Source: an optimization exercise on an open RTL-to-GDS flow (aim: small area, a short achievable clock period and few clock cycles). Production flows keep margins and buffers that such runs may drop.
At most, simulation tests tie the RTL to the original design; equivalence was not proved.
Power and IR drop assume default switching activity.

Design pft_lzd, start of the top module:
module pft_lzd (
    input  wire        clk,
    input  wire        rst,           
    input  wire [7:0]  reg_addr,      
    input  wire        reg_we,
    input  wire [31:0] reg_wdata,
    output reg  [31:0] reg_rdata,
    output wire        irq,
    output reg         buf_en,
    output reg         buf_we,
    output reg  [16:0] buf_addr,
    output reg  [7:0]  buf_wdata,
    input  wire [7:0]  buf_rdata,
    output reg         out_re,
    output reg  [24:0] out_raddr,
    input  wire [7:0]  out_rdata,
    output reg         out_we,
    output reg  [24:0] out_waddr,
    output reg  [7:0]  out_wdata
);
    localparam [3:0] F_ALIGN   = 4'd2;
    localparam [3:0] F_OOB     = 4'd3;
    localparam [3:0] F_CSUM    = 4'd4;
    localparam [3:0] F_NOSIG   = 4'd5;
    localparam [3:0] F_OVERSZ  = 4'd6;
    localparam [3:0] F_INCOMPL = 4'd7;
    localparam [3:0] F_ZEROOFF = 4'd8;
    localparam [3:0] F_NOTRL   = 4'd9;
    localparam [3:0] F_OUTCAP  = 4'd10;
    localparam [3:0] F_OFFBEF  = 4'd11;
    localparam [3:0] F_ILLCMD  = 4'd12;
    localparam [4:0]
        S_IDLE  = 5'd0,
  ...
Size: about 5,300 cells after synthesis, roughly 510 flip-flops, about 180 I/O pins.
clock: 12.0 ns
lec_check: 0
cap_margin: 20
core_margin: 2
core_utilization: 35
setup_slack_margin: 2
slew_margin: 20
standard.sh (not shown) runs the stock make flow with config.mk's settings and CLKGATE_MAP_FILE= SYNTH_SCRIPT=/design/flow/synth_recipe.tcl, a recipe that flattens the netlist after the stock synthesis.
==> flow/flow/run.sh <==
#!/bin/bash
# Own flow: the standard layout (standard.sh), with the synthesis script
# replaced by flow/synth.tcl. Each tool's output goes to a log file here.
set -euo pipefail
W=$(pwd)
sed "s#SYNTH_SCRIPT=[^ ]*#SYNTH_SCRIPT=$W/flow/synth.tcl#" standard.sh > own_standard.sh
grep -q "SYNTH_SCRIPT=$W/flow/synth.tcl" own_standard.sh
bash own_standard.sh finish > make_finish.log 2>&1
test -s out/final.def
==> flow/flow/synth.tcl <==
set ::env(SYNTH_OPERATIONS_ARGS) "-nofsm"
proc synth {args} { yosys synth -nofsm -noshare {*}$args }
source $::env(SCRIPTS_DIR)/synth.tcl
# left out here: clear keep_hierarchy, flatten, clean up, hide names made inside functions, write 1_2_yosys.v
The starting point ran to the end with no violations.
Testbench counts at the start, summed over its fixed seeds: cycles 429,267.
Then changed:
==> flow/run.sh (new file) <==
#!/bin/bash
# synth_recipe.tcl (not shown) runs the flow's synth.tcl, then flattens the netlist and writes it again
# the make line also repeats each setting of config.mk as NAME=value (left out here)
make -C /OpenROAD-flow-scripts/flow DESIGN_CONFIG=/design/flow/config.mk WORK_HOME=/design/flow/orfs CLKGATE_MAP_FILE= SYNTH_SCRIPT=/design/flow/synth_recipe.tcl finish
- SETUP_SLACK_MARGIN: 2 -> 4
removed: flow/flow/run.sh
removed: flow/flow/synth.tcl
removed: flow/standard.sh
Result: Sequential share of layout area is lower by 3.2 points. Combinational power is higher by 61%. Worst setup slack gains 1100 ps.
Then changed:
- SETUP_SLACK_MARGIN: 4 -> 3
What happened:
- clock power fell by a little under a tenth
- via count decreases by a few percent
- final area drops by a few percent
- register-to-register slack gets worse by 720 ps
- die area does not change
- worst setup slack loses 23 ps

pft_lzd, a different RTL version from the one above (not shown whole).
For scale: ~510 flip-flops, roughly 180 I/O pins, roughly 46000 µm² of cells after synthesis.
Settings: LEC_CHECK=0, CAP_MARGIN=20, CORE_MARGIN=2, CORE_UTILIZATION=35, SETUP_SLACK_MARGIN=3, SLEW_MARGIN=20, SYNTH_HIERARCHICAL=1; clock period 12.0 ns.
==> flow/flow/run.sh <==
#!/bin/bash
# Own flow: the standard layout (standard.sh, unchanged synthesis), with the
# port buffers made of sky130_fd_sc_hd__buf_4 instead of the delay buffer that
# buffer_ports picks by default. Every port still gets its own buffer.
set -euo pipefail
W=$(pwd)
sed 's#^make -C \(.*\) "\${@:-finish}"$#make -C \1 "BUFFER_PORTS_ARGS=-buffer_cell sky130_fd_sc_hd__buf_4" "${@:-finish}"#' standard.sh > own_standard.sh
grep -q 'BUFFER_PORTS_ARGS=-buffer_cell sky130_fd_sc_hd__buf_4' own_standard.sh
bash own_standard.sh finish > make_finish.log 2>&1
test -s out/final.def
Rerun with:
- SETUP_SLACK_MARGIN: 3 -> 4
Outcome: Global-route usage went up by 0.24 points. Die area is unchanged. Core utilization went up by 3.0 points. Wire length went up by 1.4%. Design area went up by 7.3%. Sequential cell count is unchanged. Maximum frequency went up by 0.50%. Via count went up by about 3.5%. Clock-buffer cell count went up by 7. Sequential share of layout area went down by 1.6 points. Non-clock buffer count went up by 219.
No functional check of the RTL was part of any run of this note.

==> re-timing with driven ports <==
How much do the figures lean on ideal ports? The routed layouts below were timed once more, with nothing changed but the port constraints.
Step 1 (the two cells are an assumption about what drives the block):
set clk [get_ports {clk}]
set_driving_cell -lib_cell sky130_fd_sc_hd__clkbuf_16 $clk
set_driving_cell -lib_cell sky130_fd_sc_hd__buf_2 [delete_from_list [all_inputs] $clk]
Step 2 moves the port delays by t, midway between the first and last clock arrival at a register: inputs arrive t later, outputs are due t later. That takes back most of the time a late clock gives input paths.
Slacks: no drivers / after step 1 / after step 2; pairs: no drivers / after step 1.
| run | t (ns) | setup WS [ns] | clock arrival spread, ns | worst slew at a driven data input, ns |
|---|---|---|---|---|
| the first run of note 1 | 0.731 | 1.710 / 1.693 / 1.693 | 0.045 / 0.046 | 0.07 |
| the second run of note 1 | 0.789 | 2.847 / 2.746 / 2.746 | 0.058 / 0.057 | 0.15 |
| the third run of note 1 | 0.735 | 2.824 / 2.717 / 2.717 | 0.044 / 0.044 | 0.17 |
| the first run of note 2 | 0.770 | 2.693 / 2.611 / 2.867 | 0.045 / 0.045 | 0.13 |
| the second run of note 2 | 0.752 | 2.740 / 2.668 / 2.942 | 0.037 / 0.037 | 0.17 |
After both steps setup and hold are still met in every run listed. The setup slack of the third run of note 1, which loses most, moves by -0.107 ns with the drivers and by -0.107 ns with both steps.
